Background: an optimization exercise with open tools, aiming at small area, a short achievable clock period and few clock cycles per item. Do not read the settings as production practice. Where RTL was checked, it was by simulation tests only, not by an equivalence proof against the original. Function not checked in run 1: the RTL went through the layout flow alone. No activity file was given, so power comes from the tool's default toggle rates.

**design/flow/design.v**
```verilog
module hdrs_enc (
    input  wire        clk,
    input  wire        rst,
    input  wire        cmd_valid,
    output wire        cmd_ready,
    input  wire        cmd_op,         
    input  wire        cmd_crc_init,   
    input  wire [4:0]  cmd_nsym,
    input  wire [2:0]  cmd_t4,
    input  wire [6:0]  cmd_t8,
    input  wire        sym_valid,
    output wire        sym_ready,
    input  wire [31:0] sym_data,
    output wire        out_valid,
    input  wire        out_ready,
    output wire [7:0]  out_data,
    output wire        done,
    output wire        done_err,
    output wire [4:0]  done_count,
    output wire [6:0]  done_bytes,
    output wire [31:0] done_crc
);
    localparam OP_REF = 1'b0;
    localparam OP_ENC = 1'b1;
    localparam EP_CRC = 2'd0;    
    localparam EP_BM  = 2'd1;    
    localparam EP_FLD = 2'd2;    
    localparam C_T4  = 2'd0;
    localparam C_T8  = 2'd1;
    localparam C_T32 = 2'd2;
    localparam C_UNC = 2'd3;
    function [31:0] crc_update;
        input [31:0] st;
        input [7:0]  b;
        integer k;
        reg [31:0] c;
        begin
            c = st ^ {24'd0, b};
            for (k = 0; k < 8; k = k + 1)
                c = c[0] ? ((c >> 1) ^ 32'hEDB88320) : (c >> 1);
            crc_update = c;
        end
    endfunction
    reg        p_v, p_op, p_ci;
    reg [4:0]  p_n;
    reg [2:0]  p_t4;
    reg [6:0]  p_t8;
    reg        l_v, l_op, l_ci, l_err;
    reg [4:0]  l_n, l_s, l_cnt;
    reg [2:0]  l_t4;
    reg [6:0]  l_t8;
    reg [15:0] l_bm;
    reg [41:0] ring [0:15];
    reg        e_v, e_op, e_err, e_lk;
    reg [1:0]  e_ph;
    reg [4:0]  e_n, e_i, e_cnt;
    reg [15:0] e_bm;
    reg [9:0]  e_bits;
    reg [47:0] acc;
    reg [5:0]  acnt;
    reg [31:0] crc;
    reg        d_v, d_err;
    reg [4:0]  d_cnt;
    reg [6:0]  d_bytes;
    reg [2:0]  d_left;
    wire [41:0] head  = ring[0];
    wire [31:0] hv    = head[31:0];
    wire [7:0]  hd    = head[39:32];
    wire [1:0]  hcode = head[41:40];
    wire signed [32:0] ld = $signed({sym_data[31], sym_data}) - $signed({hv[31], hv});
    wire signed [32:0] t4p = $signed({30'd0, l_t4});
    wire signed [32:0] t8p = $signed({26'd0, l_t8});
    wire l_t0  = (ld >= -t4p) && (ld <= t4p);
    wire l_t1  = (ld >= -t8p) && (ld <= t8p);
    wire l_chg = (sym_data != hv);
    wire [1:0] l_code = !l_chg ? C_UNC : l_t0 ? C_T4 : l_t1 ? C_T8 : C_T32;
    reg [33:0] fld;
    reg [5:0]  fw;
    always @(*) begin
        fld = 34'd0;
        fw  = 6'd0;
        if (e_ph == EP_BM) begin
            fld = {e_bm, 18'd0};
            fw  = (e_n > 5'd8) ? 6'd16 : 6'd8;
        end else if (e_op == OP_REF) begin
            fld = {hv, 2'b00};
            fw  = 6'd32;
        end else begin
            case (hcode)
                C_T4:  begin fld = {2'b00, hd[3:0], 28'd0}; fw = 6'd6;  end
                C_T8:  begin fld = {2'b01, hd, 24'd0};      fw = 6'd10; end
                C_T32: begin fld = {2'b10, hv};             fw = 6'd34; end
                default: begin fld = 34'd0;                 fw = 6'd0;  end
            endcase
        end
    end
    wire       room     = ({1'b0, acnt} + {1'b0, fw}) <= 7'd48;
    wire       d_free   = !d_v || (d_left == 3'd0);
    wire       e_last   = (e_i == e_n - 5'd1);
    wire       e_fld    = e_v && !e_err && (e_ph == EP_FLD);
    wire       e_can    = room && (!e_last || d_free);
    wire       l_go     = l_v && !l_err;
    wire       cand     = e_fld && (e_i == 5'd0) && l_go && (l_s == 5'd0) && (l_n >= e_n);
    wire       tog      = e_fld && (e_lk || cand);
    assign sym_ready = l_go && (tog ? e_can : !e_v);
    wire   l_step   = sym_ready && sym_valid;
    wire   e_fstep  = e_fld && e_can && (tog ? sym_valid : 1'b1);
    wire   e_bstep  = e_v && !e_err && (e_ph == EP_BM) && room;
    wire   e_app    = e_fstep || e_bstep;
    wire   e_done   = e_fstep && e_last;
    wire   e_edone  = e_v && e_err && d_free;
    wire   e_free   = !e_v || e_done || e_edone;
    wire   l_last   = (l_s == l_n - 5'd1);
    wire   l_done   = l_v && (l_err ? !e_v : (l_step && l_last));
    wire   shift    = l_step || e_fstep;
    assign out_valid = (acnt >= 6'd8);
    assign out_data  = acc[47:40];
    wire   out_fire  = out_valid && out_ready;
    wire [47:0] acc_a  = e_app ? (acc | ({fld, 14'd0} >> acnt)) : acc;
    wire [5:0]  cnt_s  = acnt + (e_app ? fw : 6'd0);
    wire [5:0]  cnt_a  = e_done ? ((cnt_s + 6'd7) & 6'b111000) : cnt_s;
    wire [5:0]  cnt_n  = out_fire ? cnt_a - 6'd8 : cnt_a;
    wire [9:0]  bits_n = e_bits + {4'd0, fw};
    wire [9:0]  bits_r = bits_n + 10'd7;
    assign cmd_ready = !p_v;
    wire cmd_fire = cmd_valid && !p_v;
    wire p_take   = p_v && (!l_v || l_done);
    assign done       = d_v && (d_left == 3'd0);
    assign done_err   = d_err;
    assign done_count = d_cnt;
    assign done_bytes = d_bytes;
    assign done_crc   = ~crc;
    integer i;
    wire [4:0]  ins_n = (l_go && (tog || !e_v)) ? l_n : e_n;
    wire [3:0]  ins   = ins_n[3:0] - 4'd1;
    wire [41:0] tail  = l_step ? {l_code, ld[7:0], sym_data} : head;
    always @(posedge clk) begin
        if (shift) begin
            for (i = 0; i < 15; i = i + 1)
                ring[i] <= (ins == i) ? tail : ring[i + 1];
            ring[15] <= tail;
        end
    end
    always @(posedge clk) begin
        if (rst) begin
            p_v    <= 1'b0;
            l_v    <= 1'b0;
            e_v    <= 1'b0;
            e_lk   <= 1'b0;
            d_v    <= 1'b0;
            acc    <= 48'd0;
            acnt   <= 6'd0;
            crc    <= 32'hFFFFFFFF;
        end else begin
            if (cmd_fire) begin
                p_v  <= 1'b1;
                p_op <= cmd_op;
                p_ci <= cmd_crc_init;
                p_n  <= cmd_nsym;
                p_t4 <= cmd_t4;
                p_t8 <= cmd_t8;
            end else if (p_take) begin
                p_v <= 1'b0;
            end
            if (l_step) begin
                l_s <= l_s + 5'd1;
                if (l_op == OP_ENC) begin
                    l_bm[~l_s[3:0]] <= l_chg;
                    if (l_chg)
                        l_cnt <= l_cnt + 5'd1;
                end
            end
            if (l_done || !l_v) begin
                l_v   <= p_v;
                l_op  <= p_op;
                l_ci  <= p_ci;
                l_n   <= p_n;
                l_t4  <= p_t4;
                l_t8  <= p_t8;
                l_err <= (p_n == 5'd0) || (p_n > 5'd16);
                l_s   <= 5'd0;
                l_cnt <= 5'd0;
                l_bm  <= 16'd0;
            end
            if (e_app)
                e_bits <= bits_n;
            if (e_fstep) begin
                e_i <= e_i + 5'd1;
                if (tog)
                    e_lk <= 1'b1;
            end
            if (e_bstep)
                e_ph <= EP_FLD;
            if (e_v && !e_err && e_ph == EP_CRC && acnt == 6'd0) begin
                crc  <= 32'hFFFFFFFF;
                e_ph <= (e_op == OP_ENC) ? EP_BM : EP_FLD;
            end
            if (e_done || e_edone) begin
                e_v  <= 1'b0;
                e_lk <= 1'b0;
            end
            if (l_done) begin
                e_v    <= 1'b1;
                e_lk   <= 1'b0;
                e_op   <= l_op;
                e_err  <= l_err;
                e_n    <= l_n;
                e_i    <= 5'd0;
                e_bits <= 10'd0;
                e_cnt  <= (l_op == OP_ENC) ? l_cnt + {4'd0, l_step && l_chg} : 5'd0;
                e_bm   <= l_bm;
                if (l_step && l_op == OP_ENC)
                    e_bm[~l_s[3:0]] <= l_chg;
                e_ph   <= l_ci ? EP_CRC : (l_op == OP_ENC) ? EP_BM : EP_FLD;
            end
            acc  <= out_fire ? {acc_a[39:0], 8'd0} : acc_a;
            acnt <= cnt_n;
            if (out_fire)
                crc <= crc_update(crc, acc[47:40]);
            if (e_done || e_edone) begin
                d_v     <= 1'b1;
                d_err   <= e_err;
                d_cnt   <= e_err ? 5'd0 : e_cnt;
                d_bytes <= e_err ? 7'd0 : bits_r[9:3];
                d_left  <= e_err ? 3'd0 : cnt_n[5:3];
            end else if (done) begin
                d_v <= 1'b0;
            end else if (out_fire && d_v) begin
                d_left <= d_left - 3'd1;
            end
        end
    end
endmodule
```
**design/flow/run.sh**
```bash
#!/bin/bash
# synth_recipe.tcl (not shown) runs the flow's synth.tcl, then flattens the netlist and writes it again
# the make line also repeats each setting of config.mk as NAME=value (left out here)
make -C /OpenROAD-flow-scripts/flow DESIGN_CONFIG=/design/flow/config.mk WORK_HOME=/design/flow/orfs CLKGATE_MAP_FILE= SYNTH_SCRIPT=/design/flow/synth_recipe.tcl finish
```
**design/flow/config.mk**
```make
export PLATFORM = sky130hd
export DESIGN_NAME = hdrs_enc
export DESIGN_NICKNAME = hdrs_enc
export VERILOG_FILES = /design/flow/design.v
export SDC_FILE = /design/flow/constraint.sdc
export NUM_CORES = 4
export LEC_CHECK = 0
export ABC_CLOCK_PERIOD_IN_PS = 5000
export CAP_MARGIN = 20
export CORE_MARGIN = 2
export CORE_UTILIZATION = 40
export PLACE_DENSITY = 0.6
export SETUP_SLACK_MARGIN = 4
export SLEW_MARGIN = 20
```
**design/flow/constraint.sdc**
```tcl
create_clock -name core_clock -period 9.0 [get_ports {clk}]
set_input_delay 1.8000 -clock core_clock [delete_from_list [all_inputs] [get_ports {clk}]]
set_output_delay 1.8000 -clock core_clock [all_outputs]
set_load 0.01 [all_outputs]
```
==> results of run 1 <==
state kept, by name, summed over array words and instances (netlist names), 7 cells and up:
name,cells
ring,672
l_t8,7
e_bits,9
d_bytes,7
e_bm,16
l_bm,16
acc,48
p_t8,7
crc,32
where the power goes:
| part | internal [uW] | total, uW | switching, uW |
|---|---|---|---|
| Clock | 2100 | 3770 | 1670 |
| Sequential | 4650 | 4760 | 118 |
| Combinational | 1100 | 2560 | 1460 |
| Total | 7850 | 11100 | 3240 |
final timing paths:
kind               start            to  slack [ns]
max          sym_data[0]  ring[10][41]        2.99
min              p_t8[6]       l_t8[6]        0.42
max reg2reg   ring[0][0]  ring[10][41]        3.65
min reg2reg      p_t8[6]       l_t8[6]        0.42
metal layers:
metal	GRT usage	up-vias	wire length (um)
li1	-	15530	-
met1	0.289	15965	54900
met2	0.327	933	55600
met3	0.0359	185	7860
met4	0.0558	2	3030
met5	0	-	13
metrics by stage:
step	power (uW)	instance area, sq um
2_1_floorplan	6650	45300
3_3_place_gp	7270	47400
3_5_place_dp	7280	47400
4_1_cts	11200	51800
5_1_grt	11600	52200
6_report	11100	52200
cells in the mapped netlist (29+ instances only):
master / n / area (sq um)
a21o_1: 42 / 315
a21oi_1: 575 / 2880
a21oi_4: 32 / 521
a31oi_1: 30 / 188
and2_1: 42 / 263
buf_1: 36 / 135
buf_2: 59 / 295
buf_4: 29 / 218
clkbuf_1: 157 / 589
dfxtp_1: 90 / 1800
edfxtp_1: 793 / 23800
ha_1: 144 / 1800
inv_1: 162 / 608
mux2_2: 30 / 338
mux2i_1: 34 / 340
nand2_1: 328 / 1230
nand3_1: 54 / 270
nor2_1: 622 / 2330
nor3_1: 84 / 420
o21ai_0: 296 / 1480
o22ai_1: 37 / 231
xnor2_1: 108 / 946
xor2_1: 43 / 377
kinds of logic (layout without fill, tap and decap cells):
| group | after synthesis | after routing |
|---|---|---|
| flip-flops | 883 | 883 |
| AO/OA/AOI/OAI | 1211 | 1212 |
| other | 0 | 1 |
| multiplexers | 89 | 89 |
| buffers and inverters | 465 | 598 |
| adder cells (fa/ha/maj) | 148 | 148 |
| XOR/XNOR | 151 | 151 |
| AND/OR/NAND/NOR | 1314 | 1318 |
what timing repair did:
action                     in CTS  in global routing
gates resized for setup       216                 49
pin swaps                      40                 20
setup endpoints to repair    1344                258
buffers inserted               64                 20
cloned                         10                  0
layout make-up:
cell class,instances,area (sq um)
Clock buffer,109,2410
Tap cell,1500,1880
Sequential cell,883,25600
Fill cell,10398,60100
Clock inverter,65,557
Multi-Input combinational cell,2918,18700
Timing Repair Buffer,256,2470
Inverter,168,656
Antenna cell,1,2.50
worst max-delay path, delay by kind of cell:
family                     cells  cell delay (ns)
and+or+nand+nor                7             1.78
muxes                          1             0.26
AOI/OAI and AO/OA              7             1.32
adders and majority gates      3             0.76
buffers and inverters          5             0.48
==> flow_metrics.tcl, run 1 <==
set metrics [dict create \
    hold_viol_final 0 \
    place.gp.congestion 0.901 \
    drv_cap 0 \
    synth_top_family_by_area "compound AO/OA/AOI/OAI gates" \
    dr_total_vias 32615 \
    dr.pass1.iters 8 \
    hp-class "flip-flop to flip-flop" \
    viasPerCell 5.53 \
    final_common_cell "edfxtp_1" \
    antenna_found_initial 3 \
    hold_depth 0 \
    yosysWarnings 2 \
    cts_buffer_depth 3 \
    ios 111 \
    post_synth_xor_area_fraction 0.0293 \
    syn_inst 4261 \
    fin_cells 5900 \
    netlist_area_sq_mm 0.0452 \
    grt_overflow 0 \
    synth-edff-count 793 \
    cp-start-kind "input port" \
    wire_per_inst_um 20.6 \
    cts-root-buf "clkbuf_16" \
    ir_drop_uv 201 \
    drc 0 \
    synth_ff_type "edfxtp_1" \
    dieArea_sq_mm 0.116 \
    clk_pin_slew_ns 0.06 \
    seq_area_frac_synth 0.567 \
    max_freq_ghz 0.166 \
    drt-total-wl_mm 121 \
    rsz0062_at_grt "yes" \
    synth-seq-cells 883 \
    fin_crit_sh 0.668 \
    die_h_um 340 \
    crit_chain "buf_12 > clkinv_8 > ha_4 > inv_2 > fa_2 > a211oi_4 > o21a_2 > nor3_4 > buf_6 > o31a_1 > or3_4 > and2_4 > ha_4 > nand4_1 > or4_4 > or4_4 > a31oi_4 > a311oi_4 > o2bb2ai_1 > and3_4 > a21oi_4 > buf_12 > mux2_2" \
    critical_path_class "input port to flip-flop" \
    core_sq_mm 0.112 \
    dp_worst_setup_slack_ns 1.37 \
    relSlewSlack 0.261 \
    portBuffers 110 \
    status "finished clean" \
    die_w_um 340 \
    tightest_slew_ns 1.11 \
    drive_gt1_frac 0.140 \
    setup_ws_ns 2.99 \
    tritoncts "done" \
    synth_compound_area_frac 0.163 \
    utilization 0.465 \
    period_minus_slack_ns 6.01 \
    syn_area_per_cell_sq_um 10.6 \
    grt_max_degree 95 \
    dp.cells 5629 \
    fp-row-count 123 \
    cp.required_ns 9.43 \
    worst_setup_path_end_kind "flip-flop" \
    final_antenna_net_count 0 \
    syn_nets 4463 \
    cp_max_fo 8 \
    layout.nets 4522 \
    async_flop_share 0 \
    grt_pass1_vias 30521 \
    worst_hold_slack_ns 0.422 \
    start_util 0.402 \
    critPathSlowestCell "or4_4" \
    clk_latency_ns 0.69 \
    final_cell_mix "edfxtp_1, nor2_1, a21oi_1" \
    cp_slowest_stage_delay_ns 0.44 \
    muxShareOfSynthArea 0.0251 \
    drt_iter0_markers 3082 \
    cp.arrival_ns 6.44 \
    numCtsBuffers 93 \
    grt_pass1_wl_mm 185 \
    power_density_mw_per_mm2 212 \
    setup_viol 0 \
    final.setup.tns_ns 0 \
    hpwl_mm 77.8 \
    synth_fa_ha_area_frac 0.0416 \
    synth-simple-area-share 0.129 \
    fin_worst_skew_ns 0.0377 \
    p_leak_uw 0.0189 \
    postCtsHoldBufs 0 \
    reg2regPathDepth 21 \
    synth_cell_types 97 \
    htreeDepth 3 \
    grt.total_usage 0.205 \
    cts.sinks 883 \
    synthToLayoutAreaGrowth_pct 15.6 \
    drv_slew 0 \
]
==> run 2, diff against run 1 <==
--- a/design/flow/design.v
+++ b/design/flow/design.v
@@ -51,6 +51,7 @@
     reg [6:0]  l_t8;
     reg [15:0] l_bm;
     reg [41:0] ring [0:15];
+    reg [4:0]  rn;
     reg        e_v, e_op, e_err, e_lk;
     reg [1:0]  e_ph;
     reg [4:0]  e_n, e_i, e_cnt;
@@ -63,7 +64,8 @@
     reg [4:0]  d_cnt;
     reg [6:0]  d_bytes;
     reg [2:0]  d_left;
-    wire [41:0] head  = ring[0];
+    wire [3:0]  hidx  = 4'd0 - rn[3:0];
+    wire [41:0] head  = ring[hidx];
     wire [31:0] hv    = head[31:0];
     wire [7:0]  hd    = head[39:32];
     wire [1:0]  hcode = head[41:40];
@@ -131,14 +133,11 @@
     assign done_bytes = d_bytes;
     assign done_crc   = ~crc;
     integer i;
-    wire [4:0]  ins_n = (l_go && (tog || !e_v)) ? l_n : e_n;
-    wire [3:0]  ins   = ins_n[3:0] - 4'd1;
-    wire [41:0] tail  = l_step ? {l_code, ld[7:0], sym_data} : head;
     always @(posedge clk) begin
         if (shift) begin
             for (i = 0; i < 15; i = i + 1)
-                ring[i] <= (ins == i) ? tail : ring[i + 1];
-            ring[15] <= tail;
+                ring[i] <= ring[i + 1];
+            ring[15] <= l_step ? {l_code, ld[7:0], sym_data} : head;
         end
     end
     always @(posedge clk) begin
@@ -151,6 +150,7 @@
             acc    <= 48'd0;
             acnt   <= 6'd0;
             crc    <= 32'hFFFFFFFF;
+            rn     <= 5'd16;
         end else begin
             if (cmd_fire) begin
                 p_v  <= 1'b1;
@@ -182,6 +182,8 @@
                 l_cnt <= 5'd0;
                 l_bm  <= 16'd0;
             end
+            if (l_done && !l_err)
+                rn <= l_n;
             if (e_app)
                 e_bits <= bits_n;
             if (e_fstep) begin
==> design/flow/config.mk (replaced) <==
export PLATFORM = sky130hd
export DESIGN_NAME = hdrs_enc
export DESIGN_NICKNAME = hdrs_enc
export VERILOG_FILES = /design/flow/design.v
export SDC_FILE = /design/flow/constraint.sdc
export NUM_CORES = 4
export LEC_CHECK = 0
export CAP_MARGIN = 20
export CORE_MARGIN = 2
export CORE_UTILIZATION = 40
export PLACE_DENSITY = 0.6
export SLEW_MARGIN = 20
==> run 2 against run 1 <==
Compared with the run above:
- synthesized cell count shrank 14%
- register-to-register slack lost 2.8 ns
- die area shrank 1.9%
- still clean on timing, DRC and antenna
- final area shrank 3.0%
- flip-flop and latch count grew 4
- wire length grew 20%
- clock power grew 9.3%
- critical path depth shrank 6
- worst hold slack lost 0.012 ns
- non-clock buffer count shrank 16
- clock skew grew 0.019 ns
==> flow_metrics.tcl, run 2 <==
set metrics [dict create \
    status "finished clean" \
    p_leak_uw 0.0175 \
    wire_per_inst_um 27.1 \
    clk_pin_slew_ns 0.06 \
    tightest_slew_ns 1.17 \
    drt-total-wl_mm 145 \
    p_seq_frac 0.424 \
    cts.sinks 887 \
    cp_slowest_stage_delay_ns 0.78 \
    drc 0 \
    power_density_mw_per_mm2 224 \
    regMostFlops "ring" \
    p_sw_frac 0.289 \
    reg2regPathDepth 26 \
    dr.pass1.iters 6 \
    numCtsBuffers 95 \
    ir_drop_uv 227 \
    p_int_uw 8060 \
    layout.nets 3980 \
    grtUsageMet1 0.355 \
    grt.met3_usage 0.0451 \
    fin_cells 5350 \
    largest_reg_flops 672 \
    drv_slew 0 \
    syn_area_per_cell_sq_um 12.0 \
    final_common_cell "edfxtp_1" \
    synth-edff-count 793 \
    yosysTopAreaCell "edfxtp_1" \
    core_sq_mm 0.110 \
    die_h_um 337 \
    synth_common_cells "edfxtp_1, nand2_1, nor2_1" \
    grt.busiest_layer "met2" \
    final.setup.tns_ns 0 \
    fp-row-count 122 \
    dp.cells 5171 \
    grt_overflow 0 \
    tritoncts "done" \
    place.gp.congestion 0.930 \
    die_w_um 337 \
    cts_buffer_depth 3 \
    synth_area_leaders "edfxtp_1, dfxtp_1, ha_1" \
    setup_viol 0 \
    portBuffers 110 \
    cp.required_ns 7.20 \
    hold_end "l_t4[0]" \
    post-cts-setup-buffers 0 \
    clkPwrFrac 0.363 \
    grt_pass1_wl_mm 211 \
    rsz0062_at_grt "no" \
    critPathSlowestCell "dfxtp_4" \
    final_antenna_net_count 0 \
    cp.arrival_ns 6.47 \
    viasPerCell 6.16 \
    reg2reg_to "ring[15][40]" \
    hp-class "flip-flop to flip-flop" \
    syn_inst 3679 \
    cts_resized 0 \
    syn_nets 3879 \
    fin_crit_sh 0.919 \
    drt_iter0_markers 4162 \
    hpwl_mm 101 \
    p_switching_uw 3280 \
    cp_max_fo 56 \
    synth.most_common_cell "edfxtp_1" \
    relSlewSlack 0.208 \
    use_met2 0.385 \
    reg2reg_from "rn[0]" \
    critical_path_class "flip-flop to output pin" \
    final_cell_area_sq_mm 0.0507 \
    antenna_cells 0 \
    num-fill-cells 10138 \
    cp-start-kind "flip-flop" \
    crit_chain "nor2b_1 > buf_4 > a22o_1 > a221o_1 > o32a_1 > nor3_1 > xnor2_1 > ha_1 > nor4_1 > o21ai_0 > o311ai_0 > a221o_1 > a211oi_4 > buf_4 > o31ai_2 > and2_1 > clkdlybuf4s50_1" \
    max_freq_ghz 0.121 \
    async_flop_share 0 \
    yosysWarnings 2 \
    htreeDepth 3 \
    min_from "p_t4[0]" \
    synth_top_area_frac 0.537 \
    grt.total_usage 0.251 \
    clk_latency_ns 0.72 \
    grt_max_degree 94 \
    period_minus_slack_ns 8.27 \
    hold_depth 0 \
    dpl_cell_area_sq_mm 0.0474 \
    final_cell_mix "edfxtp_1, nand2_1, nor2_1" \
    r2r_setup_slack_ns 0.84 \
    fin_worst_skew_ns 0.0567 \
    synthToLayoutAreaGrowth_pct 14.4 \
    synth-seq-cells 887 \
    reg_top3 "ring: 672 flops, acc: 48 flops, crc: 32 flops" \
    dr_total_vias 32934 \
    seq_area_frac_synth 0.580 \
    dieArea_sq_mm 0.113 \
    antenna_found_initial 0 \
    grt_pass1_vias 31300 \
    hold_viol_final 0 \
    ios 111 \
    worst_setup_path_end_kind "output pin" \
    combPwrFrac 0.213 \
    synth_ff_type "edfxtp_1" \
    synth_cell_types 101 \
    postCtsHoldBufs 0 \
    netlist_area_sq_mm 0.0443 \
    start_util 0.402 \
    drive_gt1_frac 0.108 \
    cts-root-buf "clkbuf_16" \
    drv_cap 0 \
]
==> run 2: cell count changes after synthesis, moves of 25 or more <==
cell / previous run / this run
mux2i_1: 34 / 94
o221ai_1: 1 / 26
nand2_1: 328 / 234
a21oi_1: 575 / 165
o21ai_1: 2 / 29
a21oi_4: 32 / 0
a22o_1: 6 / 49
mux2_2: 30 / 57
clkbuf_1: 157 / 131
a221oi_1: 12 / 53
o21ai_0: 296 / 142
a22oi_1: 7 / 59
nor2_1: 622 / 232
==> run 2: worst max-delay path, delay by kind of cell, from the launching register on <==
family / cells / cell delay [ns]
xor gates and xnor gates: 1 / 0.12
buffers and inverters: 3 / 0.99
DFF: 1 / 0.78
AOI/OAI and AO/OA: 8 / 2.32
adders and majority gates: 1 / 0.35
and+or+nand+nor: 4 / 1.17
==> run 2: worst max-delay path by stage <==
stage,start,slack (ns),cells after the start,end
finish,rn[2],0.73,17,sym_ready
global route,rn[2],0.47,17,sym_ready
CTS,rn[2],0.75,17,sym_ready
detailed placement,rn[3],1.04,27,ring[15][40]
global placement,rn[3],1.19,27,ring[15][40]
floorplan,rn[3],1.46,18,ring[0][0]
==> run 2: metrics by stage <==
step                      power (uW)  setup slack (ns)  hold slack, ns  utilization
after floorplan                 6630              1.46           0.400            -
final                          11300             0.728           0.409        0.460
after global placement          7260              1.19           0.401        0.430
after CTS                      11400             0.753           0.399        0.460
after global routing           11800             0.474           0.407        0.460
after detailed placement        7280              1.04           0.405        0.430
==> run 2: cell families (layout without fill, tap and decap cells) <==
family | Yosys count | after routing | share of synthesized area
AO/OA/AOI/OAI | 1000 | 1000 | 0.161
AND/OR/NAND/NOR | 969 | 969 | 0.112
flip-flops | 887 | 887 | 0.580
buffers and inverters | 375 | 558 | 0.0364
multiplexers | 160 | 160 | 0.0403
adder cells (fa/ha/maj) | 146 | 146 | 0.0416
XOR/XNOR | 142 | 142 | 0.0281
==> run 2: final cells by class <==
class	count	area [sq um]	area share
flip-flops and latches	887	25700	0.507
repair buffers	240	2210	0.0436
clock buffers	115	2470	0.0488
multi-input cells	2417	17100	0.338
well taps	1488	1860	0.0367
inverters	139	522	0.0103
clock inverters	64	800	0.0158
==> run 2: routing by layer <==
layer,part of all wire,vias to the layer above
li1,-,14495
met1,0.42,16400
met2,0.44,1734
met3,0.092,305
met4,0.042,0
met5,0,-
==> run 2: power groups by stage <==
stage	clock network, uW	logic, uW	registers (uW)
floorplan	0	1780	4850
global placement	0	2370	4890
detailed placement	0	2380	4890
CTS	4180	2400	4810
global route	4320	2640	4830
finish	4120	2410	4810
Testbench counts of run 2, summed over its fixed seeds: cycles 14,036, symbols 9,235.

re-timing with driven ports:
How much do the figures lean on ideal ports? The routed layouts below were timed once more, with nothing changed but the port constraints. Step 1 assumes that a clkbuf_16 drives the clock port and a buf_2 every other input. Step 2 adds t to the input delays and takes it off the output delays; t is the mean of the earliest and latest rising clock arrival at the registers after step 1. Input paths then give back, and output paths get back, about the clock's delay inside the block. a / b / c = no drivers / after step 1 / after step 2; a / b = the first two.
| run | shift t [ns] | setup slack, ns | clock arrival spread, ns |
|---|---|---|---|
| run 1 | 0.746 | 2.987 / 2.994 / 2.247 | 0.042 / 0.043 |
| run 2 | 0.768 | 0.728 / 0.654 / 0.844 | 0.057 / 0.057 |
After both steps setup and hold are still met in every run listed. The setup slack of run 1, which loses most, moves by +0.007 ns with the drivers and by -0.740 ns with both steps.
